From an optimization exercise on the open Yosys and OpenROAD flow, aimed at small area, a short achievable clock period and few clock cycles; shortcuts taken in it are not production practice.
Only simulation tests tie the RTL to the original design; equivalence was not proved.
Power figures rest on the tool's default switching activity, not on a simulated workload.

$ cat flow/design.v
module palidx4_engine (
    input  wire        clk,
    input  wire        rst,
    input  wire        start,
    input  wire [1:0]  op,
    input  wire [15:0] len,
    input  wire        transp_en,
    input  wire [31:0] transp_color,
    input  wire [31:0] start_index,
    input  wire        pix_valid,
    input  wire [31:0] pix_data,
    output wire        pix_ready,
    output reg         out_valid,
    output reg  [7:0]  out_byte,
    output wire        busy,
    output reg         done,
    output reg  [3:0]  err,
    output wire [15:0] err_info,
    output wire [4:0]  pal_count
);
    localparam OP_BUILD  = 2'd0;
    localparam OP_MAP4   = 2'd1;
    localparam OP_PALSER = 2'd2;
    localparam OP_PACK16 = 2'd3;
    function [4:0] scale5;
        input [7:0] c;
        reg [12:0] p, q;
        begin
            p = {c, 5'd0} - {5'd0, c};
            q = p + 13'd1 + {8'd0, p[12:8]};
            scale5 = q[12:8];
        end
    endfunction
    reg        busy_q;
    reg        m_build, m_map, m_pal, m_pack;    
    reg        pr_q;                             
    reg [31:0] pix_q;                            
    reg        pv_q;                             
    reg        tins_q;                           
    reg        hp_q;                             
    reg [15:0] rem;                              
    reg [15:0] idx;                              
    reg [15:0] eidx;                             
    reg        e1_seen;                          
    reg        si_seen;                          
    reg [3:0]  si_lo;
    reg        si_big;
    reg        have_lo;
    reg [3:0]  lo_nib;
    reg [4:0]  q;                                
    reg        ph;                               
    reg [7:0]  hi_reg;
    reg [4:0]  cnt;
    reg [31:0] pal [0:15];
    assign busy      = busy_q;
    assign pix_ready = pr_q;
    assign err_info  = eidx;
    assign pal_count = cnt;
    wire take_cmd = start & ~busy_q;
    reg [15:0] vmask;
    reg [15:0] match;
    integer k;
    always @(*) begin
        for (k = 0; k < 16; k = k + 1) begin
            vmask[k] = ({1'b0, cnt} + k) >= 6'd16;
            match[k] = vmask[k] & (pal[k] == pix_q);
        end
    end
    wire hit = |match;
    wire [3:0] pos = {|match[15:8], |{match[15:12], match[7:4]},
                      |{match[15:14], match[11:10], match[7:6], match[3:2]},
                      |{match[15], match[13], match[11], match[9], match[7], match[5], match[3], match[1]}};
    wire [5:0] c2   = {1'b0, cnt} + {2'b0, si_lo};
    wire [5:0] ssum = c2 + {2'd0, pos};
    wire [3:0] s_nib = ssum[3:0];
    wire si_hi = si_big | ssum[5];
    wire rem0 = (rem == 16'd0);
    wire rem1 = (rem == 16'd1);
    wire b_new  = m_build & pv_q & ~hit & ~e1_seen;
    wire full   = cnt[4];
    wire ins    = (b_new & ~full) | tins_q;
    wire ovf    = b_new & full;
    wire nf     = m_map & pv_q & ~hit;
    wire sie    = m_map & pv_q & hit & si_hi;
    wire e1_now = ovf | nf;
    wire e1_any = e1_seen | e1_now;
    wire si_any = si_seen | sie;
    wire [3:0] cntm1   = cnt[3:0] - 4'd1;
    wire pal_last      = q[4] & ph & (q[3:0] == cntm1);
    wire pal_rot       = m_pal & ~(cnt == 5'd0) & (~q[4] | ph);
    wire finish = busy_q & (
                  ((m_build | m_map) & (rem0 | (pv_q & rem1))) |
                  (m_pal & ((cnt == 5'd0) | pal_last)) |
                  (m_pack & rem0));
    wire [31:0] cw = m_pal ? pal[0] : pix_q;
    wire [4:0]  r5 = scale5(cw[31:24]);
    wire [4:0]  g5 = scale5(cw[23:16]);
    wire [4:0]  b5 = scale5(cw[15:8]);
    wire        a1 = m_pal ? 1'b0 : (cw[7:0] != 8'd0);
    integer i;
    wire shift = ins | pal_rot;
    always @(posedge clk) begin
        if (shift) begin
            for (i = 0; i < 15; i = i + 1)
                pal[i] <= pal[i + 1];
            pal[15] <= m_pal ? pal[0] : pix_q;
        end
    end
    always @(posedge clk) begin
        pix_q  <= busy_q ? pix_data : transp_color;
        hi_reg <= {a1, b5, g5[4:3]};
        if (!busy_q) begin
            rem    <= len;
            si_lo  <= start_index[3:0];
            si_big <= |start_index[31:4];
            q      <= cnt;
        end else begin
            rem <= rem - {15'd0, pv_q};
            if (pal_rot)
                q <= q + 5'd1;
        end
        idx     <= busy_q ? idx + {15'd0, pv_q} : 16'd0;
        if (busy_q & ((e1_now & ~e1_seen) | (sie & ~si_seen & ~e1_seen)))
            eidx <= idx;
        e1_seen <= busy_q & e1_any;
        si_seen <= busy_q & si_any;
        have_lo <= busy_q & (have_lo ^ (m_map & pv_q));
        if (pv_q & ~have_lo)
            lo_nib <= s_nib;
        ph      <= busy_q & m_pal & q[4] & ~ph;
        hp_q    <= busy_q & m_pack & pv_q;
        err     <= e1_any ? (m_build ? 4'd3 : 4'd4) : (si_any ? 4'd5 : 4'd0);
        if (m_map & pv_q & have_lo)
            out_byte <= {s_nib, lo_nib};
        else if (hp_q)
            out_byte <= hi_reg;
        else if (m_pal & ph)
            out_byte <= {1'b0, b5, g5[4:3]};
        else
            out_byte <= {g5[2:0], r5};
    end
    always @(posedge clk) begin
        if (rst) begin
            busy_q    <= 1'b0;
            m_build   <= 1'b0;
            m_map     <= 1'b0;
            m_pal     <= 1'b0;
            m_pack    <= 1'b0;
            pr_q      <= 1'b0;
            pv_q      <= 1'b0;
            tins_q    <= 1'b0;
            done      <= 1'b0;
            out_valid <= 1'b0;
            cnt       <= 5'd0;
        end else begin
            pv_q      <= pix_valid & pr_q;
            done      <= finish;
            out_valid <= busy_q & ((m_map & pv_q & have_lo) | hp_q |
                                   (m_pal & q[4] & (cnt != 5'd0)) | (m_pack & pv_q));
            tins_q    <= take_cmd & (op == OP_BUILD) & transp_en;
            if (take_cmd) begin
                busy_q  <= 1'b1;
                m_build <= (op == OP_BUILD);
                m_map   <= (op == OP_MAP4);
                m_pal   <= (op == OP_PALSER);
                m_pack  <= (op == OP_PACK16);
                pr_q    <= (op != OP_PALSER);
                if (op == OP_BUILD)
                    cnt <= 5'd0;
            end else begin
                if (finish) begin
                    busy_q  <= 1'b0;
                    m_build <= 1'b0;
                    m_map   <= 1'b0;
                    m_pal   <= 1'b0;
                    m_pack  <= 1'b0;
                end
                pr_q <= busy_q & ~finish & ~(m_pack & pix_valid & pr_q);
                if (finish & m_build & e1_any)
                    cnt <= 5'd0;
                else if (ins)
                    cnt <= cnt + 5'd1;
            end
        end
    end
endmodule
$ cat flow/config.mk
export PLATFORM = sky130hd
export DESIGN_NAME = palidx4_engine
export DESIGN_NICKNAME = palidx4_engine
export VERILOG_FILES = /design/flow/design.v
export SDC_FILE = /design/flow/constraint.sdc
export NUM_CORES = 4
export LEC_CHECK = 0
export CAP_MARGIN = 20
export CORE_MARGIN = 2
export CORE_UTILIZATION = 40
export SETUP_SLACK_MARGIN = 5
export SLEW_MARGIN = 20
$ cat flow/constraint.sdc
create_clock -name core_clock -period 11.0 [get_ports {clk}]
set_input_delay 2.2000 -clock core_clock [delete_from_list [all_inputs] [get_ports {clk}]]
set_output_delay 2.2000 -clock core_clock [all_outputs]
set_load 0.01 [all_outputs]
$ cat flow/run.sh
#!/bin/bash
# synth_recipe.tcl (not shown) runs the flow's synth.tcl, then flattens the netlist and writes it again
# the make line also repeats each setting of config.mk as NAME=value (left out here)
make -C /OpenROAD-flow-scripts/flow DESIGN_CONFIG=/design/flow/config.mk WORK_HOME=/design/flow/orfs CLKGATE_MAP_FILE= SYNTH_SCRIPT=/design/flow/synth_recipe.tcl finish
==> results of run 1 <==
per-stage QoR:
stage | worst slack [ns] | power [uW] | utilization (%) | hold WS (ns) | std cells
floorplan | 4.521 | 3269 | - | 0.4064 | 2074
global placement | 5.479 | 3521 | 44.11 | 0.4201 | 3120
detailed placement | 5.790 | 3530 | 44.16 | 0.4227 | 3121
CTS | 5.772 | 5796 | 47.23 | 0.4376 | 3245
global route | 5.345 | 5950 | 47.23 | 0.4688 | 3245
finish | 5.685 | 5762 | 47.24 | 0.4359 | 3247
final timing paths:
path | startpoint | end | slack (ns)
max | pix_q[7] | eidx[14] | 5.69
min | idx[0] | eidx[0] | 0.44
max reg2reg | pix_q[7] | eidx[14] | 5.69
min reg2reg | idx[0] | eidx[0] | 0.44
final cells by class:
type / count / area, um2 / share of cell area [%]
diodes: 2 / 5.005 / 0.01482
repair buffers: 195 / 1894 / 5.610
inverters: 58 / 225.2 / 0.6669
multi-input cells: 1273 / 9910 / 29.35
clock buffers: 88 / 1901 / 5.628
well taps: 950 / 1189 / 3.520
clock inverters: 36 / 295.3 / 0.8744
flip-flops and latches: 645 / 18350 / 54.34
cell usage after synthesis (12+ instances only):
cell type,count,area share (%)
a21oi_1,50,0.87
and2_1,14,0.30
buf_2,60,1.0
buf_4,12,0.31
clkbuf_1,15,0.19
dfxtp_1,103,7.1
edfxtp_1,542,56
ha_1,35,1.5
inv_1,57,0.74
mux2_2,45,1.8
mux2i_1,22,0.76
nand2_1,37,0.48
nand3_1,32,0.55
nand4_1,77,1.7
nor2_1,71,0.92
nor3_1,32,0.55
nor4_1,99,2.1
o21ai_0,24,0.42
xnor2_1,281,8.5
xor2_1,306,9.3
kinds of logic after synthesis:
kind of cell	Yosys count	synth area share, %
multiplexers	68	2.563
AO/OA/AOI/OAI	157	3.719
buffers and inverters	156	2.476
adder cells (fa/ha/maj)	40	1.861
XOR/XNOR	587	17.79
AND/OR/NAND/NOR	420	8.138
flip-flops	645	63.44
other	1	0.01297
per-layer routing:
layer	track usage, %	up-vias	wire (um)
met5	0	-	0
met4	8.097	0	2770
met3	4.472	166	6319
met2	38.57	831	41450
met1	30.09	9052	35620
li1	-	7897	-
power groups by stage:
stage / Combinational (uW) / Sequential (uW) / Clock [uW]
floorplan: 477 / 2790 / 0
global placement: 718 / 2800 / 0
detailed placement: 727 / 2800 / 0
CTS: 733 / 2750 / 2310
global route: 791 / 2760 / 2400
finish: 733 / 2750 / 2270
critical path, delay by kind of cell, from the launching register on:
family | cells | cell delay [ns]
compound gates | 4 | 0.71
buf+inv | 3 | 0.46
flops | 1 | 0.68
simple gates | 7 | 2.30
xor+xnor | 1 | 0.13
fa+ha+maj | 2 | 0.63
==> metrics.yaml, run 1 <==
status: "no timing/DRC/antenna violations"
p_seq_share_pct: 47.8
regMostFlops: "pal"
vdd_drop_max_mv: 0.1069
critPathSlowestCell: "dfxtp_1"
ys_seq_area_share_pct: 63.44
hold_depth: 0
clock_tree.buffer_depth: 3
drt_iter0_drc: 1873
largest_register_ffs: 512
place_hpwl_um: 59520
ys_warn_count: 2
synth_area_um2: 28900
p_leak_uw: 0.01123
layout_commonest_cell: "edfxtp_1"
dieArea_um2: 74430
wl_per_cell_um: 26.53
worst_pin_slew_ns: 1.234
routed_wl_um: 86160
startpoint_type: "flip-flop"
cts-root-buf: "clkbuf_16"
final.min_clock_period_ns: 5.315
worstPathMaxFanout: 16
layout_common_cells: "edfxtp_1 (542), xor2_1 (306), xnor2_1 (281)"
setup_tns_ns: 0
pwr-share-comb_pct: 12.7
crit_type: "flip-flop to flip-flop"
grt_pass1_vias: 18250
boundaryPins: 156
synth_edf_count: 542
fillerInstances: 6164
fmaxAchievable_ghz: 0.1882
start_util_pct: 40.43
cts_sinks: 645
cts_resized: 0
power_density_nw_per_um2: 170.6
synth-seq-cells: 645
routabilityCongestion: 0.9327
avgSynthCellArea_um2: 13.94
drc: 0
reg.largest.list: "pal x512, pix_q x32"
min_period_over_period_pct: 48.32
required_ns: 11.25
finClkSkew_ns: 0.02716
clkTransAtPathRegs_ns: 0.06
viasPerCell: 5.527
async_reset_ff_share_pct: 0
synth_fp_nets: 2233
grt.total_usage_pct: 23.12
clock_latency_ns: 0.62
max_stage_delay_ns: 0.68
hold_class: "flip-flop to flip-flop"
cts-buffers-inserted: 70
die_w_um: 272.8
swShare_pct: 25.56
timing_max_transition_violations_final: 0
vias: 17950
grt_max_degree: 185
antenna_found_initial: 2
hold_viol_final: 0
synthCells: 2074
maxCapViolCount: 0
core_um2: 71490
design_area_um2: 33770
ant_nets: 0
dpl-instance-area_um2: 31570
slew_headroom_pct: 17.00
cp-end-kind: "flip-flop"
ctsHoldBuffers: 0
p_switching_uw: 1473
worstPathArrival_ns: 5.56
h-tree-depth: 3
power_frac_clock_pct: 39.5
synthFlopType: "edfxtp_1"
dr.pass1.iters: 8
rows: 98
grt_pass1_wl_um: 124900
path_cells: "buf_4, xor2_1, nor4_1, nand4_1, nor4_1, a311o_1, or4_1, fa_1, inv_1, fa_1, nor2b_1, o21ai_0, nand2_1, inv_1, o21ai_0, a21oi_1, nor3_4"
p_int_uw: 4290
grt_setup_unrepaired: "false"
cts_tree: "yes"
overflow: 0
setup_viol: 0
die_h_um: 272.8
portBuffers: 154
nets: 2402
synth_cell_type_count: 76
postCtsSetupRepairBufs: 0
r2r_cells: 17
drive_gt1_share_pct: 9.717
area_growth_syn_to_layout_pct: 16.83
Testbench counts, summed over its fixed seeds: cycles 30,153.
==> run 2, diff against run 1 <==
--- a/flow/config.mk
+++ b/flow/config.mk
@@ -8,5 +8,4 @@
 export CAP_MARGIN = 20
 export CORE_MARGIN = 2
 export CORE_UTILIZATION = 40
-export SETUP_SLACK_MARGIN = 5
 export SLEW_MARGIN = 20
==> run 2 against run 1 <==
Net effect:
- global-route usage grew 0.17 points
- clock-buffer cell count rose by 3
- largest cell class unchanged
- critical path type unchanged
- via count down 0.92%
- highest routed layer is now met5
- still clean on timing, DRC and antenna
- area after synthesis unchanged
- worst hold slack better by 0.0073 ns
- critical path depth is 5 lower
- sequential cell count unchanged
- routed wire length grew 1.3%
- sequential share of layout area is essentially flat
- register-to-register slack got worse by 0.95 ns
- clock power grew 2%
- power up 0.65%
==> metrics.yaml, run 2 <==
status: "no timing/DRC/antenna violations"
power_density_nw_per_um2: 171.8  # +0.66%
cp-end-kind: "flip-flop"
design_area_um2: 33760  # about the same
dieArea_um2: 74430  # unchanged
maxCapViolCount: 0  # unchanged
postCtsSetupRepairBufs: 0  # unchanged
vdd_drop_max_mv: 0.1320  # +24%
cts_sinks: 645  # unchanged
grt_setup_unrepaired: "false"
ys_warn_count: 2  # unchanged
hold_class: "flip-flop to flip-flop"
ant_nets: 0  # unchanged
synth_edf_count: 542  # unchanged
clock_latency_ns: 0.62  # about the same
area_growth_syn_to_layout_pct: 16.82  # about the same
dpl-instance-area_um2: 31510  # -0.20%
overflow: 0  # unchanged
path_common_cell: "buf_4"
crit_type: "flip-flop to flip-flop"
worstPathMaxFanout: 76  # +60
r2r-end: "pal[0][25]"
synth-seq-cells: 645  # unchanged
min_to: "eidx[0]"
routabilityCongestion: 0.9275  # -0.56%
yosysMostFrequentCell: "edfxtp_1"
layout_common_cells: "edfxtp_1 (542), xor2_1 (306), xnor2_1 (281)"
path_cells: "inv_1, ha_1, nor4_4, a21oi_1, o311ai_0, o31a_1, nand3_1, or3_1, o31ai_4, nand2b_4, buf_4, buf_4"
fillerInstances: 6309  # +2.4%
grt_max_degree: 216  # +17%
dp_slack_ns: 4.798  # -0.9922 ns
reg.largest.list: "pal x512, pix_q x32"
grt_pass1_vias: 17760  # -2.7%
ys_seq_area_share_pct: 63.44  # unchanged
wl_per_cell_um: 26.84  # +1.2%
worst_pin_slew_ns: 1.038  # -0.1956 ns
drc: 0  # unchanged
fmaxAchievable_ghz: 0.1597  # -15%
routed_wl_um: 87240  # +1.3%
cts_tree: "yes"
yosys-top-cells-area: "edfxtp_1 (56%), xor2_1 (9.3%), xnor2_1 (8.5%), dfxtp_1 (7.1%), nor4_1 (2.1%)"
r2r_slack_ns: 4.74  # -0.95 ns
reg2reg_from: "cnt[0]"
grt_pass1_wl_um: 125200  # +0.25%
regMostFlops: "pal"
largest_register_ffs: 512  # unchanged
die_w_um: 272.8  # unchanged
start_util_pct: 40.43  # unchanged
cts-buffers-inserted: 69  # -1.4%
layout_commonest_cell: "edfxtp_1"
worst_slack_ns: 4.737  # -0.9482 ns
place_hpwl_um: 60070  # +0.91%
synthFlopType: "edfxtp_1"
synth_cell_type_count: 76  # unchanged
critPathSlowestCell: "buf_4"
timing_max_transition_violations_final: 0  # unchanged
die_h_um: 272.8  # unchanged
p_leak_uw: 0.01124  # +0.16%
finClkSkew_ns: 0.02708  # -0.00008000 ns
boundaryPins: 156  # unchanged
power.total_uw: 5800  # +0.65%
holdWs_ns: 0.4431  # +0.007271 ns
synthCells: 2074  # unchanged
clock_tree.buffer_depth: 3  # unchanged
r2r_cells: 12  # -5
dr.pass1.iters: 7  # -1
startpoint_type: "flip-flop"
setup_tns_ns: 0  # unchanged
antenna_found_initial: 2  # unchanged
clkTransAtPathRegs_ns: 0.07  # about the same
h-tree-depth: 3  # unchanged
setup_viol: 0  # unchanged
rows: 98  # unchanged
cts-root-buf: "clkbuf_16"
diodes: 0  # -2
hold_viol_final: 0  # unchanged
synth_area_leader_cell: "edfxtp_1"
portBuffers: 154  # unchanged
required_ns: 11.23  # -0.02 ns
synth_fp_nets: 2233  # unchanged
cts_resized: 0  # unchanged
grt.total_usage_pct: 23.29  # +0.17 points
slew_headroom_pct: 30.16  # +13 points
core_um2: 71490  # unchanged
ctsHoldBuffers: 0  # unchanged
min_period_over_period_pct: 56.93  # +8.6 points
hold_start: "idx[0]"
worstPathArrival_ns: 6.50  # +0.94 ns
viasPerCell: 5.471  # -1.0%
final.min_clock_period_ns: 6.263  # +0.9482 ns
drt_iter0_drc: 1852  # -1.1%
yosysTopAreaCellShare_pct: 56.31  # unchanged
vias: 17780  # -0.92%
hold_depth: 0  # unchanged
yosys-top-cells-count: "edfxtp_1 (542), xor2_1 (306), xnor2_1 (281), dfxtp_1 (103), nor4_1 (99)"
synth_area_um2: 28900  # unchanged
multi_input_area_um2: 9869  # -0.40%
drive_gt1_share_pct: 9.478  # -0.24 points
nets: 2405  # +0.12%
max_stage_delay_ns: 0.89  # +0.21 ns
ff_latch_area_um2: 18340  # about the same
avgSynthCellArea_um2: 13.94  # unchanged
async_reset_ff_share_pct: 0  # unchanged
==> run 2: worst max-delay path: cells and delay by family, from the launching register on <==
family / cells / cell delay [ns]
simple gates: 4 / 1.80
buf+inv: 3 / 1.74
compound gates: 4 / 1.23
flops: 1 / 0.64
fa+ha+maj: 1 / 0.36
==> run 2: final cells by class <==
class | instances | share of cell area [%]
Sequential cell | 645 | 54.32
Tap cell | 950 | 3.520
Timing Repair Buffer | 199 | 5.662
Clock buffer | 91 | 5.755
Inverter | 58 | 0.6522
Clock inverter | 34 | 0.8560
Multi-Input combinational cell | 1273 | 29.23
==> run 2: logic make-up (layout without fill, tap and decap cells) <==
group	after synthesis	after routing	synth area share, %
buffers and inverters	156	382	2.476
flip-flops	645	645	63.44
other	1	1	0.01297
XOR/XNOR	587	587	17.79
AO/OA/AOI/OAI	157	157	3.719
adder cells (fa/ha/maj)	40	40	1.861
AND/OR/NAND/NOR	420	420	8.138
multiplexers	68	68	2.563
==> run 2: where the power goes <==
group          switching, uW  total [uW]  internal [uW]
Combinational            440         743            303
Clock                   1000        2310           1310
Sequential              45.7        2750           2700
==> run 2: worst max path at each step <==
stage	from	endpoint	cells past startpoint
finish	cnt[0]	pal[0][25]	12
global route	cnt[1]	pal[0][11]	12
CTS	cnt[0]	pal[0][25]	12
detailed placement	cnt[1]	pal[1][25]	12
global placement	cnt[1]	eidx[5]	19
floorplan	cnt[1]	pal[0][0]	11
==> run 2: metal layers <==
layer	track usage (%)	up-vias	wire length [um]
met5	0	-	28
li1	-	7889	-
met3	3.137	109	5144
met4	6.131	4	1942
met1	31.43	9093	37470
met2	39.53	685	42650
==> run 2: stage by stage <==
stage / util [%] / std cells
floorplan: - / 2074
detailed placement: 44.07 / 3124
global route: 47.23 / 3250
finish: 47.23 / 3250
global placement: 44.06 / 3124
CTS: 47.19 / 3249
==> run 3, diff against run 2 <==
--- a/flow/design.v
+++ b/flow/design.v
@@ -24,11 +24,19 @@
     localparam OP_PACK16 = 2'd3;
     function [4:0] scale5;
         input [7:0] c;
-        reg [12:0] p, q;
+        reg ge;
         begin
-            p = {c, 5'd0} - {5'd0, c};
-            q = p + 13'd1 + {8'd0, p[12:8]};
-            scale5 = q[12:8];
+            case (c[2:0])
+            3'd0:    ge = c[7:3] >= 5'd1;
+            3'd1:    ge = c[7:3] >= 5'd5;
+            3'd2:    ge = c[7:3] >= 5'd9;
+            3'd3:    ge = c[7:3] >= 5'd14;
+            3'd4:    ge = c[7:3] >= 5'd18;
+            3'd5:    ge = c[7:3] >= 5'd23;
+            3'd6:    ge = c[7:3] >= 5'd27;
+            default: ge = 1'b0;
+            endcase
+            scale5 = c[7:3] - {4'd0, ge};
         end
     endfunction
     reg        busy_q;
@@ -57,23 +65,28 @@
     assign err_info  = eidx;
     assign pal_count = cnt;
     wire take_cmd = start & ~busy_q;
-    reg [15:0] vmask;
+    wire [5:0] c2 = {1'b0, cnt} + {2'b0, si_lo};
+    reg [15:0] vmask, simask;
     reg [15:0] match;
+    reg [15:0] eq_in;
+    reg [15:0] eq_q;
+    reg        byp_q, sh_q;
+    wire [15:0] eq_adj = sh_q ? {byp_q, eq_q[15:1]} : eq_q;
     integer k;
     always @(*) begin
         for (k = 0; k < 16; k = k + 1) begin
-            vmask[k] = ({1'b0, cnt} + k) >= 6'd16;
-            match[k] = vmask[k] & (pal[k] == pix_q);
-        end
-    end
-    wire hit = |match;
+            vmask[k]  = ({1'b0, cnt} + k) >= 6'd16;
+            simask[k] = si_big | ((c2 + k) >= 6'd32);
+            eq_in[k]  = (pal[k] == pix_data);
+            match[k]  = vmask[k] & eq_adj[k];
+        end
+    end
+    wire hit   = |match;
+    wire si_hi = |(match & simask);
     wire [3:0] pos = {|match[15:8], |{match[15:12], match[7:4]},
                       |{match[15:14], match[11:10], match[7:6], match[3:2]},
                       |{match[15], match[13], match[11], match[9], match[7], match[5], match[3], match[1]}};
-    wire [5:0] c2   = {1'b0, cnt} + {2'b0, si_lo};
-    wire [5:0] ssum = c2 + {2'd0, pos};
-    wire [3:0] s_nib = ssum[3:0];
-    wire si_hi = si_big | ssum[5];
+    wire [3:0] s_nib = c2[3:0] + pos;
     wire rem0 = (rem == 16'd0);
     wire rem1 = (rem == 16'd1);
     wire b_new  = m_build & pv_q & ~hit & ~e1_seen;
@@ -81,7 +94,7 @@
     wire ins    = (b_new & ~full) | tins_q;
     wire ovf    = b_new & full;
     wire nf     = m_map & pv_q & ~hit;
-    wire sie    = m_map & pv_q & hit & si_hi;
+    wire sie    = m_map & pv_q & si_hi;
     wire e1_now = ovf | nf;
     wire e1_any = e1_seen | e1_now;
     wire si_any = si_seen | sie;
@@ -108,6 +121,9 @@
     end
     always @(posedge clk) begin
         pix_q  <= busy_q ? pix_data : transp_color;
+        eq_q   <= eq_in;
+        byp_q  <= (pix_data == pix_q);
+        sh_q   <= shift;
         hi_reg <= {a1, b5, g5[4:3]};
         if (!busy_q) begin
             rem    <= len;
==> flow/flow/run.sh (new file) <==
#!/bin/bash
# Standard ORFS layout, with repair_timing aimed at a tighter setup target.
set -euo pipefail
bash standard.sh SETUP_SLACK_MARGIN=7.6 finish > standard_flow.log 2>&1
==> flow/standard.sh (new file) <==
#!/bin/bash
# synth_recipe.tcl (not shown) runs the flow's synth.tcl, then flattens the netlist and writes it again
# the make line also repeats each setting of config.mk as NAME=value (left out here)
make -C /OpenROAD-flow-scripts/flow DESIGN_CONFIG=/design/flow/config.mk WORK_HOME=/design/flow/orfs CLKGATE_MAP_FILE= SYNTH_SCRIPT=/design/flow/synth_recipe.tcl "${@:-finish}"
removed: flow/run.sh
==> run 3 against run 2 <==
Net effect:
- utilization up 2.1 points
- synthesized cell count up 1.7%
- clock-buffer cell count grew 8
- combinational power shrank 32%
- sequential cell count is 18 higher
- sequential share of layout area shrank 2.2 points
- sequential power rose by 2%
- first-iteration DRC count increased by 9.8%
- clock power increased by 5%
- highest routed layer unchanged
==> metrics.yaml, run 3 <==
vias: 18250  # +2.6%
drc: 0  # unchanged
core_um2: 72710  # +1.7%
maxCapViolCount: 0  # unchanged
clkTransAtPathRegs_ns: 0.06  # about the same
min_period_over_period_pct: 31.04  # -26 points
ys_warn_count: 2  # unchanged
portBuffers: 154  # unchanged
vdd_drop_max_mv: 0.1206  # -8.7%
crit_type: "input port to flip-flop"
cts-root-buf: "clkbuf_16"
yosys-top-cells-count: "xor2_1 (565), edfxtp_1 (542), nor4_1 (153), dfxtp_1 (121), nor2_1 (98)"
place_hpwl_um: 56790  # -5.5%
grt_setup_unrepaired: "true"
ant_nets: 0  # unchanged
p_leak_uw: 0.01252  # +11%
grt_pass1_wl_um: 122400  # -2.2%
yosys-top-cells-area: "edfxtp_1 (56%), xor2_1 (17%), dfxtp_1 (8.3%), nor4_1 (3.3%), mux2_2 (1.8%)"
cts-buffers-inserted: 73  # +5.8%
synthFlopType: "edfxtp_1"
routed_wl_um: 87550  # +0.36%
routabilityCongestion: 0.8890  # -4.2%
ctsHoldBuffers: 0  # unchanged
largest_register_ffs: 512  # unchanged
synth_fp_nets: 2251  # +0.81%
hold_viol_final: 0  # unchanged
yosysTopAreaCellShare_pct: 55.61  # -0.70 points
clock_tree.buffer_depth: 3  # unchanged
power_density_nw_per_um2: 159.6  # -7.1%
synth_area_um2: 29270  # +1.3%
worstPathArrival_ns: 3.92  # -2.58 ns
layout_commonest_cell: "xor2_1"
required_ns: 11.50  # +0.27 ns
ys_seq_area_share_pct: 63.89  # +0.45 points
boundaryPins: 156  # unchanged
fmaxAchievable_ghz: 0.2929  # +83%
worst_pin_slew_ns: 0.9453  # -0.09269 ns
synth_area_leader_cell: "edfxtp_1"
overflow: 0  # unchanged
synth-seq-cells: 663  # +2.8%
critPathSlowestCell: "clkdlybuf4s50_1"
path_cells: "clkdlybuf4s50_1, buf_12, xor2_1, nor4_2, nand4_1, nor2_2"
cts_tree: "yes"
clock_latency_ns: 0.62  # about the same
grt_pass1_vias: 18050  # +1.6%
dr.pass1.iters: 5  # -2
die_h_um: 274.5  # +0.62%
diodes: 0  # unchanged
viasPerCell: 5.414  # -1.0%
reg.largest.list: "pal x512, pix_q x32"
setup_viol: 0  # unchanged
synthCells: 2109  # +1.7%
grt_max_degree: 91  # -58%
wl_per_cell_um: 25.98  # -3.2%
holdWs_ns: 0.4435  # +0.0003730 ns
die_w_um: 274.5  # +0.62%
cts_sinks: 663  # +2.8%
avgSynthCellArea_um2: 13.88  # -0.43%
rows: 99  # +1.0%
finClkSkew_ns: 0.03354  # +0.006457 ns
worstPathMaxFanout: 18  # -76%
timing_max_transition_violations_final: 0  # unchanged
grt.total_usage_pct: 22.65  # -0.64 points
final.min_clock_period_ns: 3.414  # -2.849 ns
yosysMostFrequentCell: "xor2_1"
drt_iter0_drc: 2033  # +9.8%
slew_headroom_pct: 36.98  # +6.8 points
regMostFlops: "pal"
hold_class: "flip-flop to flip-flop"
status: "no timing/DRC/antenna violations"
cp-end-kind: "flip-flop"
setup_tns_ns: 0  # unchanged
antenna_found_initial: 1  # -1
layout_common_cells: "xor2_1 (565), edfxtp_1 (542), nor4_1 (130)"
h-tree-depth: 3  # unchanged
start_util_pct: 40.25  # -0.18 points
synth_cell_type_count: 82  # +7.9%
max_stage_delay_ns: 0.50  # -0.39 ns
startpoint_type: "input port"
synth_edf_count: 542  # unchanged
nets: 2494  # +3.7%
power.total_uw: 5728  # -1.2%
dieArea_um2: 75340  # +1.2%
area_growth_syn_to_layout_pct: 22.63
drive_gt1_share_pct: 15.97  # +6.5 points
async_reset_ff_share_pct: 0  # unchanged
[run 3: cell types whose count changed in the layout (fill, tap and decap cells not counted), moves of 14 or more]
cell             previous run  this run
xor2_1                    306       565
nor4_2                      0        23
nor3_1                     31        17
nor4_1                     99       130
ha_1                       35        17
buf_2                       0        21
buf_12                      1        31
inv_1                      57        35
xnor2_1                   281        27
nor2_1                     71        91
clkdlybuf4s50_1           154       118
nand4_1                    77        39
[run 3: per-layer routing]
metal | track usage (%) | up-vias | share of wire (%) | wire (um)
li1 | - | 8168 | - | -
met1 | 30.92 | 9271 | 43 | 37390
met2 | 35.38 | 692 | 47 | 40710
met3 | 5.035 | 112 | 8.1 | 7050
met4 | 7.995 | 2 | 2.6 | 2261
met5 | 1.284 | - | 0.16 | 138
[run 3: cell families (layout without fill, tap and decap cells)]
group,count (synthesis),in the layout,share of synthesized area [%]
DFF,663,663,63.89
xor gates and xnor gates,593,593,17.75
and+or+nand+nor,446,449,8.418
AOI/OAI and AO/OA,151,151,3.450
buffers and inverters,139,438,2.048
muxes,92,92,3.365
adders and majority gates,24,24,1.069
other,1,1,0.01281
[run 3: final timing paths]
check	startpoint	slack [ns]	cells after the start	endpoint
worst min-delay path	idx[0]	0.44	0	eidx[0]
worst min register to register	idx[0]	0.44	0	eidx[0]
worst max-delay path	pix_data[17]	7.59	6	eq_q[13]
worst max register to register	cnt[1]	7.61	11	eidx[5]
[run 3: power by group]
group	internal, uW	leakage, uW	total (uW)	switching (uW)
clock network	1410	0.00114	2420	1010
logic	214	0.00543	502	287
registers	2760	0.00594	2800	46.3
total	4380	0.0125	5730	1350
[run 3: timing repair]
| action | CTS | global route |
|---|---|---|
| pin swaps | 8 | 19 |
| gates cloned | 9 | 3 |
| resized for setup | 241 | 92 |
| setup endpoints to repair | 593 | 454 |
| buffers inserted | 22 | 40 |
[run 3: through the flow]
| stage | setup slack, ns | instance area [um2] | cells | util [%] |
|---|---|---|---|---|
| 6_report | 7.586 | 35890 | 3370 | 49.36 |
| 5_1_grt | 7.510 | 35890 | 3370 | 49.36 |
| 4_1_cts | 7.558 | 35130 | 3327 | 48.32 |
| 3_5_place_dp | 5.737 | 31950 | 3162 | 43.94 |
| 3_3_place_gp | 5.843 | 31950 | 3162 | 43.94 |
| 2_1_floorplan | 6.516 | 29430 | 2109 | - |
[run 3: layout make-up]
| type | count | area, um2 |
|---|---|---|
| sequential | 663 | 18720 |
| fill | 6152 | 36820 |
| inverter | 39 | 148.9 |
| clock inverter | 35 | 367.9 |
| clock buffer | 99 | 1976 |
| tap | 959 | 1200 |
| timing repair buffer | 265 | 2957 |
| multi-input combinational | 1310 | 10520 |
[run 3: worst max-delay path, delay by kind of cell]
| kind | cells | cell delay (ns) |
|---|---|---|
| and+or+nand+nor | 3 | 0.85 |
| buffers and inverters | 2 | 0.73 |
| xor gates and xnor gates | 1 | 0.11 |
Testbench counts of run 3, summed over its fixed seeds: cycles 30,153.
==> run 4, diff against run 3 <==
==> flow/run.sh (new file) <==
#!/bin/bash
# synth_recipe.tcl (not shown) runs the flow's synth.tcl, then flattens the netlist and writes it again
# the make line also repeats each setting of config.mk as NAME=value (left out here)
make -C /OpenROAD-flow-scripts/flow DESIGN_CONFIG=/design/flow/config.mk WORK_HOME=/design/flow/orfs CLKGATE_MAP_FILE= SYNTH_SCRIPT=/design/flow/synth_recipe.tcl finish
--- a/flow/config.mk
+++ b/flow/config.mk
@@ -8,4 +8,5 @@
 export CAP_MARGIN = 20
 export CORE_MARGIN = 2
 export CORE_UTILIZATION = 40
+export SETUP_SLACK_MARGIN = 5
 export SLEW_MARGIN = 20
removed: flow/flow/run.sh
removed: flow/standard.sh
==> run 4 against run 3 <==
Net effect:
- cell area decreased by 4.5%
- critical endpoint is now pal[8][9]
- highest routed layer is now met4
- sequential power about the same
- synthesized cell count unchanged
==> metrics.yaml, run 4 <==
overflow: 0  # unchanged
maxCapViolCount: 0  # unchanged
vias: 17810  # -2.4%
yosysMostFrequentCell: "xor2_1"
status: "no timing/DRC/antenna violations"
synth_fp_nets: 2251  # unchanged
synth_area_leader_cell: "edfxtp_1"
power.total_uw: 5712  # -0.27%
fillerInstances: 6356  # +3.3%
drc: 0  # unchanged
die_h_um: 274.5  # unchanged
start_util_pct: 40.25  # unchanged
crit_type: "flip-flop to flip-flop"
reg.largest.list: "pal x512, pix_q x32"
cts_resized: 0  # -100%
place_hpwl_um: 56720  # -0.13%
synthCells: 2109  # unchanged
power_density_nw_per_um2: 166.7  # +4.4%
largest_register_ffs: 512  # unchanged
clock_tree.buffer_depth: 3  # unchanged
regMostFlops: "pal"
required_ns: 11.24  # -0.26 ns
h-tree-depth: 3  # unchanged
worst_pin_slew_ns: 1.058  # +0.1130 ns
grt_setup_unrepaired: "false"
ant_nets: 0  # unchanged
multi_input_area_um2: 9985  # -5.1%
dr.pass1.iters: 6  # +1
cts_sinks: 663  # unchanged
synth_edf_count: 542  # unchanged
rows: 99  # unchanged
grt_max_degree: 147  # +62%
finClkSkew_ns: 0.05374  # +0.02020 ns
ctsHoldBuffers: 0  # unchanged
async_reset_ff_share_pct: 0  # unchanged
boundaryPins: 156  # unchanged
area_growth_syn_to_layout_pct: 17.10
timing_max_transition_violations_final: 0  # unchanged
yosysTopAreaCellShare_pct: 55.61  # unchanged
avgSynthCellArea_um2: 13.88  # unchanged
ys_seq_area_share_pct: 63.89  # unchanged
synthFlopType: "edfxtp_1"
grt_pass1_wl_um: 118800  # -2.9%
setup_viol: 0  # unchanged
clock_latency_ns: 0.63  # about the same
drive_gt1_share_pct: 9.200  # -6.8 points
startpoint_type: "flip-flop"
nets: 2419  # -3.0%
antenna_found_initial: 0  # -1
grt_pass1_vias: 17700  # -1.9%
synth_cell_type_count: 82  # unchanged
synth_area_um2: 29270  # unchanged
ys_warn_count: 2  # unchanged
worstPathMaxFanout: 122  # +104
grt.total_usage_pct: 21.83  # -0.82 points
p_leak_uw: 0.01179  # -5.8%
cts-buffers-inserted: 74  # +1.4%
die_w_um: 274.5  # unchanged
fmaxAchievable_ghz: 0.1928  # -34%
dieArea_um2: 75340  # unchanged
routed_wl_um: 83380  # -4.8%
layout_commonest_cell: "xor2_1"
layout_common_cells: "xor2_1 (565), edfxtp_1 (542), clkdlybuf4s50_1 (154)"
cp-end-kind: "flip-flop"
vdd_drop_max_mv: 0.1403  # +16%
diodes: 0  # unchanged
routabilityCongestion: 0.8667  # -2.5%
setup_tns_ns: 0  # unchanged
viasPerCell: 5.405  # -0.17%
yosys-top-cells-count: "xor2_1 (565), edfxtp_1 (542), nor4_1 (153), dfxtp_1 (121), nor2_1 (98)"
hold_viol_final: 0  # unchanged
yosys-top-cells-area: "edfxtp_1 (56%), xor2_1 (17%), dfxtp_1 (8.3%), nor4_1 (3.3%), mux2_2 (1.8%)"
wl_per_cell_um: 25.30  # -2.6%
clkTransAtPathRegs_ns: 0.06  # about the same
worstPathArrival_ns: 5.42  # +1.50 ns
drt_iter0_drc: 1833  # -9.8%
synth-seq-cells: 663  # unchanged
cts-root-buf: "clkbuf_16"
postCtsSetupRepairBufs: 0  # -100%
hold_class: "flip-flop to flip-flop"
cts_tree: "yes"
min_period_over_period_pct: 47.14  # +16 points
final.min_clock_period_ns: 5.185  # +1.771 ns
ff_latch_area_um2: 18700  # -0.11%
portBuffers: 154  # unchanged
core_um2: 72710  # unchanged
slew_headroom_pct: 27.43  # -9.6 points
==> run 4: cell count changes in the layout (fill, tap and decap cells not counted), sizes merged, moves of 4 or more <==
cell,previous run,this run
buf,128,38
clkbuf,104,95
clkdlybuf4s15,7,0
clkdlybuf4s50,118,154
clkinv,26,31
dlygate4sd2,4,0
==> run 4: cells by family after synthesis <==
family          after synthesis  synth area share [%]
compound gates              151                 3.450
xor+xnor                    593                 17.75
fa+ha+maj                    24                 1.069
buf+inv                     139                 2.048
flops                       663                 63.89
mux                          92                 3.365
other cells                   1               0.01281
simple gates                446                 8.418
==> run 4: worst paths after layout <==
path	from	end	slack [ns]	cells after the start
setup / recovery	cnt[1]	pal[8][9]	5.81	9
hold / removal	idx[0]	eidx[0]	0.44	0
setup reg to reg	cnt[1]	pal[8][9]	5.81	9
hold reg to reg	idx[0]	eidx[0]	0.44	0
==> run 4: routing by layer <==
metal | share of wire [%] | wire length (um) | GRT usage (%) | vias up
li1 | - | - | - | 8006
met1 | 44 | 36530 | 30.32 | 8948
met2 | 46 | 38630 | 34.54 | 728
met3 | 7.1 | 5882 | 3.809 | 132
met4 | 2.8 | 2335 | 7.408 | 0
met5 | 0 | 0 | 0 | -
==> run 4: power breakdown <==
group          switching (uW)  total, uW  internal (uW)  leakage, uW
registers                51.9       2810           2760      0.00594
clock network            1040       2460           1420      0.00117
logic                     262        443            181      0.00468
==> run 4: critical path, cell delays in order (launching register included) <==
cell     delay (ns)
dfxtp_1        0.69
inv_1          0.21
ha_1           0.35
nor4b_2        0.34
nand3_1        0.20
a211o_1        0.39
and4b_4        0.37
a41oi_2        0.32
nand2_8        0.80
buf_4          0.91
==> run 4: layout make-up <==
cell class,count,share of cell area (%)
Multi-Input combinational cell,1307,29.14
Clock inverter,41,1.358
Clock buffer,95,5.634
Tap cell,959,3.501
Timing Repair Buffer,192,5.367
Inverter,39,0.4272
Sequential cell,663,54.58
==> run 4: per-stage QoR <==
step	util, %	hold WS (ns)	worst slack [ns]	cells	area [um2]
2_1_floorplan	-	0.4064	6.151	2109	29280
5_1_grt	47.13	0.4625	5.420	3296	34270
3_5_place_dp	43.84	0.4231	5.817	3160	31870
6_report	47.13	0.4354	5.815	3296	34270
3_3_place_gp	43.84	0.4232	6.035	3160	31870
4_1_cts	47.13	0.4361	5.828	3296	34270
==> run 5, diff against run 4 <==
==> flow/flow/run.sh (new file) <==
#!/bin/bash
# Standard ORFS layout (the standard.sh), with repair_timing aimed at a
# tighter setup target and plain buffers on the ports.
set -euo pipefail
bash standard.sh SETUP_SLACK_MARGIN=7.7 CORE_UTILIZATION=55 \
  "BUFFER_PORTS_ARGS=-buffer_cell sky130_fd_sc_hd__buf_2" \
  finish > standard_flow.log 2>&1
==> flow/standard.sh (new file) <==
#!/bin/bash
# synth_recipe.tcl (not shown) runs the flow's synth.tcl, then flattens the netlist and writes it again
# the make line also repeats each setting of config.mk as NAME=value (left out here)
make -C /OpenROAD-flow-scripts/flow DESIGN_CONFIG=/design/flow/config.mk WORK_HOME=/design/flow/orfs CLKGATE_MAP_FILE= SYNTH_SCRIPT=/design/flow/synth_recipe.tcl "${@:-finish}"
--- a/flow/config.mk
+++ b/flow/config.mk
@@ -8,5 +8,4 @@
 export CAP_MARGIN = 20
 export CORE_MARGIN = 2
 export CORE_UTILIZATION = 40
-export SETUP_SLACK_MARGIN = 5
 export SLEW_MARGIN = 20
removed: flow/run.sh
==> run 5 against run 4 <==
Net effect:
- die area shrank 27%
- critical endpoint is now pal_count[3]
- global-route usage grew 9.2 points
- clock-buffer cell count grew 4
- largest power group unchanged
- sequential cell count is the same
- cell area shrank 0.63%
- critical path type is now flip-flop to primary output
- area after synthesis is the same
==> metrics.yaml, run 5 <==
status: "no timing/DRC/antenna violations"
grt.met1_usage_pct: 46.12  # +16 points
design_area_um2: 34050  # -0.63%
maxCapViolCount: 0  # unchanged
clock_tree.buffer_depth: 3  # unchanged
synthSimpleGateAreaFrac_pct: 8.418  # unchanged
hold_viol_final: 0  # unchanged
largest_register_ffs: 512  # unchanged
synth_top_family_by_area: "XOR/XNOR gates"
cp-end-kind: "primary output"
vdd_drop_max_mv: 0.1707  # +22%
reg.largest.list: "pal x512, pix_q x32"
critPathSlowestCell: "dfxtp_4"
worst_pin_slew_ns: 1.373  # +0.3146 ns
cp.depth: 2  # -7
grt.busiest_layer: "met2"
yosysTopAreaCellShare_pct: 55.61  # unchanged
cts-root-buf: "clkbuf_16"
synth_fp_nets: 2251  # unchanged
fmaxAchievable_ghz: 0.2948  # +53%
setup_viol: 0  # unchanged
layout_common_cells: "xor2_1 (565), edfxtp_1 (542), nor4_1 (146)"
viasPerCell: 6.067  # +12%
max_stage_delay_ns: 0.35  # -0.56 ns
cts-buffers-inserted: 70  # -5.4%
grt_pass1_wl_um: 123700  # +4.0%
regMostFlops: "pal"
finClkSkew_ns: 0.02495  # -0.02878 ns
hold_depth: 0  # unchanged
avgSynthCellArea_um2: 13.88  # unchanged
wl_per_cell_um: 28.56  # +13%
grt_pass1_vias: 17650  # -0.33%
place_hpwl_um: 57240  # +0.92%
multi_input_area_um2: 10460  # +4.8%
p_leak_uw: 0.01213  # +2.9%
grt_max_degree: 106  # -28%
ys_seq_area_share_pct: 63.89  # unchanged
ys_warn_count: 2  # unchanged
yosys-top-cells-area: "edfxtp_1 (56%), xor2_1 (17%), dfxtp_1 (8.3%), nor4_1 (3.3%), mux2_2 (1.8%)"
portBuffers: 154  # unchanged
slew_headroom_pct: 8.197  # -19 points
synth_compound_area_share_pct: 3.450  # unchanged
synth_edf_count: 542  # unchanged
clkTransAtPathRegs_ns: 0.06  # about the same
boundaryPins: 156  # unchanged
area_growth_syn_to_layout_pct: 16.36
drc: 0  # unchanged
overflow: 0  # unchanged
fillerInstances: 3903  # -39%
rows: 84  # -15%
ctsHoldBuffers: 0  # unchanged
drt_iter0_drc: 2048  # +12%
dr.pass1.iters: 6  # unchanged
vias: 18440  # +3.5%
synth_area_leader_cell: "edfxtp_1"
layout_commonest_cell: "xor2_1"
cts_tree: "yes"
yosys-top-cells-count: "xor2_1 (565), edfxtp_1 (542), nor4_1 (153), dfxtp_1 (121), nor2_1 (98)"
power_density_nw_per_um2: 163.3  # -2.0%
die_w_um: 234.7  # -15%
nets: 2443  # +0.99%
globalRouteMet3Util_pct: 5.357  # +1.5 points
startpoint_type: "flip-flop"
min_period_over_period_pct: 30.84  # -16 points
synth_xor_area_share_pct: 17.75  # unchanged
core_um2: 52550  # -28%
grt_util_met2_pct: 47.78  # +13 points
h-tree-depth: 3  # unchanged
clock_latency_ns: 0.61  # -0.02 ns
routed_wl_um: 86800  # +4.1%
ff_latch_area_um2: 18730  # +0.14%
crit_buf_inv: 2  # unchanged
path_cells: "buf_12, buf_6"
dpl-instance-area_um2: 30590  # -4.0%
antenna_found_initial: 1  # +1
required_ns: 8.80  # -2.44 ns
synth_area_um2: 29270  # unchanged
hold_class: "flip-flop to flip-flop"
crit_type: "flip-flop to primary output"
final.min_clock_period_ns: 3.392  # -1.793 ns
die_h_um: 234.7  # -15%
synthCells: 2109  # unchanged
worstPathMaxFanout: 2  # -98%
worstPathArrival_ns: 1.19  # -4.23 ns
grt_setup_unrepaired: "true"
async_reset_ff_share_pct: 0  # unchanged
r2r_cells: 10  # +1
setup_tns_ns: 0  # unchanged
diodes: 0  # unchanged
synth_cell_type_count: 82  # unchanged
drive_gt1_share_pct: 19.01  # +9.8 points
yosysMostFrequentCell: "xor2_1"
grt.total_usage_pct: 31.03  # +9.2 points
synth_adder_area_share_pct: 1.069  # unchanged
ant_nets: 0  # unchanged
synthMuxAreaShare_pct: 3.365  # unchanged
path_delay_family: "flip-flops"
synth-seq-cells: 663  # unchanged
synthFlopType: "edfxtp_1"
cts_sinks: 663  # unchanged
timing_max_transition_violations_final: 0  # unchanged
dieArea_um2: 55070  # -27%
routabilityCongestion: 0.8810  # +1.6%
start_util_pct: 55.69  # +15 points
run 5: cell counts after synthesis:
Identical to the previous run, type by type.
run 5: where the power goes:
group,total (uW),switching (uW),internal (uW)
clock,2310,970,1340
combinational,446,277,169
sequential,2800,47.7,2760
total,5560,1300,4260
run 5: layout make-up:
type                            count  area share (%)
Clock buffer                       99           5.871
Clock inverter                     23          0.6136
Inverter                           39          0.4519
Multi-Input combinational cell   1311           30.72
Sequential cell                   663           55.00
Tap cell                          688           2.528
Timing Repair Buffer              216           4.813
run 5: what timing repair did:
action	CTS	global route
hold endpoints to repair	0	0
setup endpoints to repair	584	528
gates cloned	8	4
resized for setup	106	44
buffers inserted	31	16
pin swaps	9	13
run 5: metal layers:
metal,vias to the layer above,share of wire (%)
met5,-,0
met1,9417,44
met3,118,8.0
met4,0,2.3
li1,8071,-
met2,831,46
run 5: final timing paths:
check	start	to	slack, ns
worst min-delay path	idx[0]	eidx[0]	0.44
worst max register to register	cnt[1]	pal[4][22]	7.78
worst min register to register	idx[0]	eidx[0]	0.44
worst max-delay path	cnt[3]	pal_count[3]	7.61
run 5: cell families after synthesis:
group | count (synthesis)
flip-flops | 663
XOR/XNOR | 593
AND/OR/NAND/NOR | 446
AO/OA/AOI/OAI | 151
buffers and inverters | 139
multiplexers | 92
adder cells (fa/ha/maj) | 24
other | 1
run 5: worst reg2reg max path: stages, from the launching register on:
cell     delay (ns)
dfxtp_4        0.37
buf_4          0.16
buf_4          0.17
nor4_2         0.32
o22ai_1        0.21
or3_4          0.43
nor3b_4        0.26
a41oi_4        0.21
buf_4          0.25
buf_4          0.24
nand2_4        0.24
run 5: stage by stage:
step	worst slack (ns)	instances	hold slack, ns	total power, uW	utilization (%)
final	7.608	3039	0.4355	5560	64.80
after global routing	7.577	3039	0.4586	5727	64.80
after CTS	7.581	3019	0.4369	5561	63.99
after detailed placement	5.531	2858	0.4229	3260	58.21
after global placement	5.638	2858	0.4342	3253	58.21
after floorplan	6.516	2109	0.4064	3110	-
==> run 6, diff against run 5 <==
--- a/flow/flow/run.sh
+++ b/flow/flow/run.sh
@@ -4,4 +4,5 @@
 set -euo pipefail
 bash standard.sh SETUP_SLACK_MARGIN=7.7 CORE_UTILIZATION=55 \
   "BUFFER_PORTS_ARGS=-buffer_cell sky130_fd_sc_hd__buf_2" \
+  CTS_CLUSTER_SIZE=20 CTS_CLUSTER_DIAMETER=60 \
   finish > standard_flow.log 2>&1
==> run 6 against run 5 <==
Net effect:
- clock-buffer cell count fell by 42
- synthesized cell count did not move
- register-to-register slack barely moved
- worst hold slack improved by 0.0078 ns
- sequential power barely moved
- critical path type unchanged
- largest cell class unchanged
- largest power group unchanged
==> metrics.yaml, run 6 <==
cts-root-buf: "clkbuf_16"
reg2reg_from: "cnt[0]"
cts_tree: "yes"
synth_edf_count: 542  # unchanged
synth_fp_nets: 2251  # unchanged
die_w_um: 234.7  # unchanged
multi_input_area_um2: 10460  # about the same
setup_viol: 0  # unchanged
viasPerCell: 6.039  # -0.46%
grt.total_usage_pct: 30.70  # -0.33 points
ys_seq_area_share_pct: 63.89  # unchanged
area_growth_syn_to_layout_pct: 13.93
antenna_found_initial: 0  # -1
maxCapViolCount: 0  # unchanged
critical_path.endpoint: "pal_count[3]"
synth-seq-cells: 663  # unchanged
worstPathMaxFanout: 2  # unchanged
avgSynthCellArea_um2: 13.88  # unchanged
ys_warn_count: 2  # unchanged
diodes: 0  # unchanged
yosysMostFrequentCell: "xor2_1"
r2r_slack_ns: 7.77  # about the same
dr.pass1.iters: 5  # -1
largest_register_ffs: 512  # unchanged
layout_common_cells: "xor2_1 (565), edfxtp_1 (542), nor4_1 (146)"
grt_setup_unrepaired: "true"
overflow: 0  # unchanged
fmaxAchievable_ghz: 0.2933  # -0.50%
grt_pass1_wl_um: 122700  # -0.75%
cp-end-kind: "primary output"
clock_latency_ns: 0.62  # about the same
regMostFlops: "pal"
dieArea_um2: 55070  # unchanged
drive_gt1_share_pct: 18.28  # -0.73 points
fillerInstances: 3961  # +1.5%
design_area_um2: 33340  # -2.1%
setup_tns_ns: 0  # unchanged
r2r-end: "lo_nib[3]"
yosys-top-cells-count: "xor2_1 (565), edfxtp_1 (542), nor4_1 (153), dfxtp_1 (121), nor2_1 (98)"
synthCells: 2109  # unchanged
drc: 0  # unchanged
core_um2: 52550  # unchanged
routed_wl_um: 85600  # -1.4%
clock_tree.buffer_depth: 3  # unchanged
holdWs_ns: 0.4433  # +0.007796 ns
yosysTopAreaCellShare_pct: 55.61  # unchanged
ant_nets: 0  # unchanged
drt_iter0_drc: 2023  # -1.2%
startpoint: "cnt[3]"
slew_headroom_pct: 21.67  # +13 points
start_util_pct: 55.69  # unchanged
async_reset_ff_share_pct: 0  # unchanged
worstPathArrival_ns: 1.21  # +0.02 ns
hold_viol_final: 0  # unchanged
reg.largest.list: "pal x512, pix_q x32"
portBuffers: 154  # unchanged
crit_type: "flip-flop to primary output"
grt_pass1_vias: 17540  # -0.62%
cts-buffers-inserted: 47  # -33%
boundaryPins: 156  # unchanged
h-tree-depth: 2  # -1
synth_cell_type_count: 82  # unchanged
wl_per_cell_um: 28.57  # about the same
timing_max_transition_violations_final: 0  # unchanged
clkTransAtPathRegs_ns: 0.08  # +0.02 ns
synth_area_leader_cell: "edfxtp_1"
p_leak_uw: 0.01175  # -3.1%
worst_pin_slew_ns: 1.171  # -0.2015 ns
finClkSkew_ns: 0.02901  # +0.004060 ns
status: "no timing/DRC/antenna violations"
synthFlopType: "edfxtp_1"
grt_max_degree: 106  # unchanged
routabilityCongestion: 0.8810  # unchanged
vias: 18090  # -1.9%
min_period_over_period_pct: 30.99  # +0.15 points
vdd_drop_max_mv: 0.1461  # -14%
startpoint_type: "flip-flop"
die_h_um: 234.7  # unchanged
synth_area_um2: 29270  # unchanged
r2r_cells: 13  # +3
nets: 2413  # -1.2%
power_density_nw_per_um2: 152.8  # -6.4%
place_hpwl_um: 57240  # unchanged
hold_class: "flip-flop to flip-flop"
required_ns: 8.80  # about the same
final.min_clock_period_ns: 3.409  # +0.01700 ns
cts_sinks: 663  # unchanged
yosys-top-cells-area: "edfxtp_1 (56%), xor2_1 (17%), dfxtp_1 (8.3%), nor4_1 (3.3%), mux2_2 (1.8%)"
ff_latch_area_um2: 18730  # about the same
dpl-instance-area_um2: 30590  # unchanged
layout_commonest_cell: "xor2_1"
rows: 84  # unchanged
run 6: cell counts after synthesis:
No cell type changed its count.
run 6: how the worst min path moves through the flow:
stage | slack (ns) | startpoint | endpoint | cells past startpoint
2_1_floorplan | 0.41 | idx[2] | eidx[2] | 0
3_3_place_gp | 0.43 | idx[0] | eidx[0] | 0
3_5_place_dp | 0.42 | idx[0] | eidx[0] | 0
4_1_cts | 0.44 | idx[0] | eidx[0] | 0
5_1_grt | 0.47 | pal[13][2] | pal[12][2] | 0
6_report | 0.44 | idx[0] | eidx[0] | 0
run 6: cell type report:
| cell class | count | share of cell area (%) |
|---|---|---|
| timing repair buffer | 210 | 4.657 |
| multi-input combinational | 1310 | 31.36 |
| clock inverter | 29 | 0.9644 |
| sequential | 663 | 56.17 |
| tap | 688 | 2.582 |
| inverter | 39 | 0.4616 |
| clock buffer | 57 | 3.798 |
run 6: kinds of logic after synthesis:
| group | count (synthesis) | share of synthesized area [%] |
|---|---|---|
| AOI/OAI and AO/OA | 151 | 3.450 |
| xor gates and xnor gates | 593 | 17.75 |
| adders and majority gates | 24 | 1.069 |
| buffers and inverters | 139 | 2.048 |
| DFF | 663 | 63.89 |
| muxes | 92 | 3.365 |
| other | 1 | 0.01281 |
| and+or+nand+nor | 446 | 8.418 |
run 6: where the power goes:
part / total (uW) / internal [uW] / switching [uW]
logic: 443 / 168 / 275
clock network: 1850 / 925 / 927
registers: 2800 / 2750 / 47.8
total: 5090 / 3840 / 1250
run 6: per-layer routing:
layer	up-vias	GRT usage, %	wire length (um)
met5	-	0	0
met4	0	8.784	2452
met3	117	4.464	6705
met2	740	47.32	38960
met1	9245	45.60	37480
li1	7991	-	-
run 6: through the flow:
| step | util, % | worst slack, ns | total power (uW) | instances |
|---|---|---|---|---|
| 4_1_cts | 62.77 | 7.564 | 5103 | 2980 |
| 2_1_floorplan | - | 6.516 | 3110 | 2109 |
| 6_report | 63.45 | 7.591 | 5094 | 2996 |
| 3_3_place_gp | 58.21 | 5.638 | 3253 | 2858 |
| 5_1_grt | 63.45 | 7.564 | 5254 | 2996 |
| 3_5_place_dp | 58.21 | 5.531 | 3260 | 2858 |
run 6: critical path, cell delays in order (launching register included):
cell     delay (ns)
dfxtp_4        0.35
buf_12         0.13
buf_6          0.12
run 6: repair_timing:
| action | 4_1_cts | 5_1_grt |
|---|---|---|
| gates resized for setup | 106 | 41 |
| pin swaps | 9 | 14 |
| setup endpoints to repair | 585 | 530 |
| cloned | 8 | 2 |
| hold buffers | 0 | 0 |
| setup buffers | 28 | 14 |
==> run 7, diff against run 6 <==
--- a/flow/flow/run.sh
+++ b/flow/flow/run.sh
@@ -5,4 +5,5 @@
 bash standard.sh SETUP_SLACK_MARGIN=7.7 CORE_UTILIZATION=55 \
   "BUFFER_PORTS_ARGS=-buffer_cell sky130_fd_sc_hd__buf_2" \
   CTS_CLUSTER_SIZE=20 CTS_CLUSTER_DIAMETER=60 \
+  SKIP_INCREMENTAL_REPAIR=1 \
   finish > standard_flow.log 2>&1
==> run 7 against run 6 <==
Net effect:
- utilization is 0.68 points lower
- clock power hardly changed
- clock skew is 0.00098 ns lower
- sequential power hardly changed
- non-clock buffer count is 16 lower
- via count is 0.51% lower
- worst hold slack better by 0.0014 ns
- synthesized cell count stayed put
- sequential share of layout area is 0.60 points higher
- highest routed layer unchanged
==> metrics.yaml, run 7 <==
antenna_found_initial: 0  # unchanged
crit_type: "flip-flop to primary output"
portBuffers: 154  # unchanged
diodes: 0  # unchanged
wirelength_met1_um: 37750  # +0.71%
vias: 18000  # -0.51%
core_um2: 52550  # unchanged
dp_slack_ns: 5.531  # unchanged
cts_resized: 106  # unchanged
design_area_um2: 32990  # -1.1%
yosysMostFrequentCell: "xor2_1"
finClkSkew_ns: 0.02803  # -0.0009798 ns
routed_wl_um: 85130  # -0.55%
grt_pass1_vias: 17540  # unchanged
grt_pass1_wl_um: 122700  # unchanged
area_growth_syn_to_layout_pct: 12.71
maxCapViolCount: 0  # unchanged
overflow: 0  # unchanged
startpoint_type: "flip-flop"
die_h_um: 234.7  # unchanged
synth_edf_count: 542  # unchanged
ys_seq_area_share_pct: 63.89  # unchanged
fmaxAchievable_ghz: 0.2936  # about the same
drc: 0  # unchanged
highest_layer: "met4"
viasPerCell: 6.041  # about the same
required_ns: 8.80  # about the same
largest_register_ffs: 512  # unchanged
synth-seq-cells: 663  # unchanged
worst_pin_slew_ns: 1.188  # +0.01618 ns
worstPathMaxFanout: 2  # unchanged
crit_buf_inv: 2  # unchanged
ant_nets: 0  # unchanged
yosysTopAreaCellShare_pct: 55.61  # unchanged
clkTransAtPathRegs_ns: 0.08  # about the same
hold_viol_final: 0  # unchanged
critPathSlowestCell: "dfxtp_4"
path_cells: "buf_12, buf_6"
die_w_um: 234.7  # unchanged
power_density_nw_per_um2: 154.1  # +0.87%
ctsHoldBuffers: 0  # unchanged
synth_cell_type_count: 82  # unchanged
cts_sinks: 663  # unchanged
synthFlopType: "edfxtp_1"
synthCells: 2109  # unchanged
dr_wl_met3_um: 6261  # -6.6%
cts-root-buf: "clkbuf_16"
regMostFlops: "pal"
p_leak_uw: 0.01164  # -0.94%
reg.largest.list: "pal x512, pix_q x32"
drive_gt1_share_pct: 16.97  # -1.3 points
worst_slack_ns: 7.594  # +0.003100 ns
grt_max_degree: 106  # unchanged
worstPathArrival_ns: 1.21  # about the same
cts_tree: "yes"
rows: 84  # unchanged
cp.depth: 2  # unchanged
met2_length_um: 38780  # -0.46%
setup_tns_ns: 0  # unchanged
dr.pass1.iters: 5  # unchanged
max_stage_delay_ns: 0.35  # about the same
r2r_cells: 13  # unchanged
dieArea_um2: 55070  # unchanged
final.min_clock_period_ns: 3.406  # -0.003100 ns
fillerInstances: 4000  # +0.98%
synth_area_leader_cell: "edfxtp_1"
postCtsSetupRepairBufs: 28  # unchanged
clock_tree.buffer_depth: 3  # unchanged
yosys-top-cells-area: "edfxtp_1 (56%), xor2_1 (17%), dfxtp_1 (8.3%), nor4_1 (3.3%), mux2_2 (1.8%)"
synth_area_um2: 29270  # unchanged
layout_common_cells: "xor2_1 (565), edfxtp_1 (542), nor4_1 (150)"
start_util_pct: 55.69  # unchanged
path_delay_family: "flip-flops"
power.total_uw: 5083  # -0.21%
synth_fp_nets: 2251  # unchanged
cts-buffers-inserted: 47  # unchanged
yosys-top-cells-count: "xor2_1 (565), edfxtp_1 (542), nor4_1 (153), dfxtp_1 (121), nor2_1 (98)"
place_hpwl_um: 57240  # unchanged
nets: 2397  # -0.66%
setup_viol: 0  # unchanged
wl_per_cell_um: 28.57  # about the same
layout_commonest_cell: "xor2_1"
clock_latency_ns: 0.62  # about the same
grt.total_usage_pct: 30.70  # unchanged
vdd_drop_max_mv: 0.1395  # -4.5%
slew_headroom_pct: 20.59  # -1.1 points
fin_util_pct: 62.77  # -0.68 points
hold_class: "flip-flop to flip-flop"
timing_max_transition_violations_final: 0  # unchanged
async_reset_ff_share_pct: 0  # unchanged
hold_depth: 0  # unchanged
ys_warn_count: 2  # unchanged
h-tree-depth: 2  # unchanged
avgSynthCellArea_um2: 13.88  # unchanged
dpl-instance-area_um2: 30590  # unchanged
status: "no timing/DRC/antenna violations"
cp-end-kind: "primary output"
boundaryPins: 156  # unchanged
routabilityCongestion: 0.8810  # unchanged
drt_iter0_drc: 2111  # +4.3%
min_period_over_period_pct: 30.96  # about the same
==> run 7: cell counts after synthesis <==
Identical to the previous run, type by type.
==> run 7: cell families after synthesis <==
group / after synthesis / synth area share [%]
DFF: 663 / 63.89
xor gates and xnor gates: 593 / 17.75
and+or+nand+nor: 446 / 8.418
AOI/OAI and AO/OA: 151 / 3.450
buffers and inverters: 139 / 2.048
muxes: 92 / 3.365
adders and majority gates: 24 / 1.069
other: 1 / 0.01281
==> run 7: per-stage QoR <==
step                      std cells  hold WS (ns)
after floorplan                2109        0.4064
after global placement         2858        0.4342
after detailed placement       2858        0.4229
after CTS                      2980        0.4431
after global routing           2980        0.4722
final                          2980        0.4447
==> run 7: final timing paths <==
kind / endpoint / slack [ns] / from
max reg2reg: out_byte[7] / 7.63 / cnt[3]
max: pal_count[3] / 7.59 / cnt[3]
min: eidx[0] / 0.44 / idx[0]
min reg2reg: eidx[0] / 0.44 / idx[0]
==> run 7: layer usage <==
metal	vias up	GRT usage (%)
li1	7957	-
met1	9198	45.60
met2	729	47.32
met3	117	4.464
met4	0	8.784
met5	-	0
==> run 7: cell type report <==
type                            instances  area [um2]  area share, %
Clock buffer                           57        1266          3.839
Multi-Input combinational cell       1310       10270          31.13
Inverter                               39       148.9         0.4514
Tap cell                              688       860.8          2.610
Timing Repair Buffer                  194        1394          4.226
Clock inverter                         29       321.6         0.9748
Sequential cell                       663       18730          56.77
==> run 7: where the power goes <==
group / internal [uW] / total [uW] / switching (uW)
sequential: 2750 / 2800 / 46.3
clock: 925 / 1850 / 930
combinational: 160 / 431 / 272
==> run 8, diff against run 7 <==
==> flow/flow/run.sh (replaced) <==
#!/bin/bash
# Standard ORFS layout (the standard.sh), with repair_timing aimed at a
# tighter setup target and plain buffers on the ports.
set -euo pipefail
bash standard.sh SETUP_SLACK_MARGIN=7.7 CORE_UTILIZATION=70 \
  "BUFFER_PORTS_ARGS=-buffer_cell sky130_fd_sc_hd__buf_2" \
  CTS_CLUSTER_SIZE=20 CTS_CLUSTER_DIAMETER=60 \
  finish > standard_flow.log 2>&1
==> run 8 against run 7 <==
Net effect:
- register-to-register slack barely moved
- utilization rose by 18 points
- via count rose by 6.8%
- sequential cell count did not move
- still clean on timing, DRC and antenna
- fmax fell by 0.46%
- critical path type unchanged
- clock power fell by 9%
- sequential share of layout area fell by 0.54 points
- routed wire length rose by 0.22%
==> metrics.yaml, run 8 <==
status: "no timing/DRC/antenna violations"
synthCells: 2109  # unchanged
wl_per_cell_um: 29.97  # +4.9%
vias: 19220  # +6.8%
ff_latch_area_um2: 18730  # unchanged
path_cells: "buf_4, buf_6"
routed_wl_um: 85320  # +0.22%
fmaxAchievable_ghz: 0.2922  # -0.46%
drive_gt1_share_pct: 18.88  # +1.9 points
cts_tree: "yes"
worst_pin_slew_ns: 1.077  # -0.1101 ns
startpoint_type: "flip-flop"
yosys-top-cells-area: "edfxtp_1 (56%), xor2_1 (17%), dfxtp_1 (8.3%), nor4_1 (3.3%), mux2_2 (1.8%)"
min_period_over_period_pct: 31.11  # +0.14 points
dieArea_um2: 43460  # -21%
setup_tns_ns: 0  # unchanged
avgSynthCellArea_um2: 13.88  # unchanged
worstPathMaxFanout: 4  # +2
largest_register_ffs: 512  # unchanged
final.min_clock_period_ns: 3.422  # +0.01583 ns
layout_commonest_cell: "xor2_1"
critPathSlowestCell: "dfxtp_4"
required_ns: 8.80  # about the same
antenna_found_initial: 5  # +5
multi_input_area_um2: 10520  # +2.5%
synthFlopType: "edfxtp_1"
cp-end-kind: "primary output"
clkTransAtPathRegs_ns: 0.08  # about the same
viasPerCell: 6.750  # +12%
grt_pass1_vias: 18690  # +6.6%
start_util_pct: 71.35  # +16 points
cts-root-buf: "clkbuf_16"
finClkSkew_ns: 0.02397  # -0.004067 ns
synth-seq-cells: 663  # unchanged
hold_viol_final: 0  # unchanged
max_stage_delay_ns: 0.36  # about the same
slew_headroom_pct: 27.96  # +7.4 points
synth_cell_type_count: 82  # unchanged
drt_iter0_drc: 2780  # +32%
reg.largest.list: "pal x512, pix_q x32"
synth_edf_count: 542  # unchanged
overflow: 0  # unchanged
design_area_um2: 33300  # +0.96%
place_inst: 2701  # -5.5%
ant_nets: 0  # unchanged
synth_fp_nets: 2251  # unchanged
layout_common_cells: "xor2_1 (563), edfxtp_1 (542), nor4_1 (149)"
async_reset_ff_share_pct: 0  # unchanged
maxCapViolCount: 0  # unchanged
run 8: cell counts after synthesis:
No cell type changed its count.
run 8: worst paths after layout:
kind              slack, ns  cells past startpoint    from      endpoint
hold reg to reg        0.45                      0  idx[0]       eidx[0]
setup / recovery       7.58                      2  cnt[0]  pal_count[0]
setup reg to reg       7.63                     14  cnt[0]   out_byte[7]
hold / removal         0.45                      0  idx[0]       eidx[0]
run 8: logic make-up (layout without fill, tap and decap cells):
logic type | Yosys count | count (layout) | share of synthesized area [%]
compound gates | 151 | 151 | 3.450
xor+xnor | 593 | 593 | 17.75
fa+ha+maj | 24 | 24 | 1.069
buf+inv | 139 | 336 | 2.048
flops | 663 | 663 | 63.89
mux | 92 | 92 | 3.365
other cells | 1 | 7 | 0.01281
simple gates | 446 | 449 | 8.418
run 8: area by class of cell:
cell class / instances / share of cell area, %
Sequential cell: 663 / 56.23
Timing Repair Buffer: 230 / 5.534
Antenna cell: 6 / 0.04509
Inverter: 39 / 0.4546
Tap cell: 532 / 1.999
Clock buffer: 53 / 3.535
Clock inverter: 14 / 0.5974
Multi-Input combinational cell: 1310 / 31.60
run 8: through the flow:
stage               total power, uW  hold WS (ns)  utilization [%]
floorplan                      3110        0.4064                -
global placement               3237        0.4186            74.07
detailed placement             3252        0.4313            74.07
CTS                            4916        0.4506            80.00
global route                   5061        0.4671            81.18
finish                         4961        0.4487            81.19
run 8: metal layers:
| layer | up-vias | GRT usage [%] | part of all wire [%] |
|---|---|---|---|
| li1 | 7992 | - | - |
| met1 | 9579 | 52.29 | 37 |
| met2 | 1379 | 60.44 | 46 |
| met3 | 264 | 9.675 | 12 |
| met4 | 4 | 15.98 | 4.8 |
| met5 | - | 0 | 0.057 |
run 8: power breakdown:
part	switching (uW)	leakage, uW	internal (uW)	total (uW)
logic	287	0.00521	180	467
registers	49.1	0.00594	2750	2800
clock network	833	0.000667	860	1690
total	1170	0.0118	3790	4960
run 8: critical path: cells and delay by family, from the launching register on:
family / cells / cell delay, ns
DFF: 1 / 0.36
buffers and inverters: 2 / 0.26
run 8: repair_timing:
action                                  4_1_cts  5_1_grt
endpoints found under the setup margin      581      512
pin swaps                                    15       31
gates cloned                                 10        4
buffers inserted                             44       15
resized for setup                           117       57

Re-timed with assumed drivers on the ports (clkbuf_16 on the clock, buf_2 on other inputs), run 8 has 7.523 ns of setup slack against 7.578 ns with ideal ports, and 7.046 ns once port delays also move by the mid clock arrival of 0.647 ns.
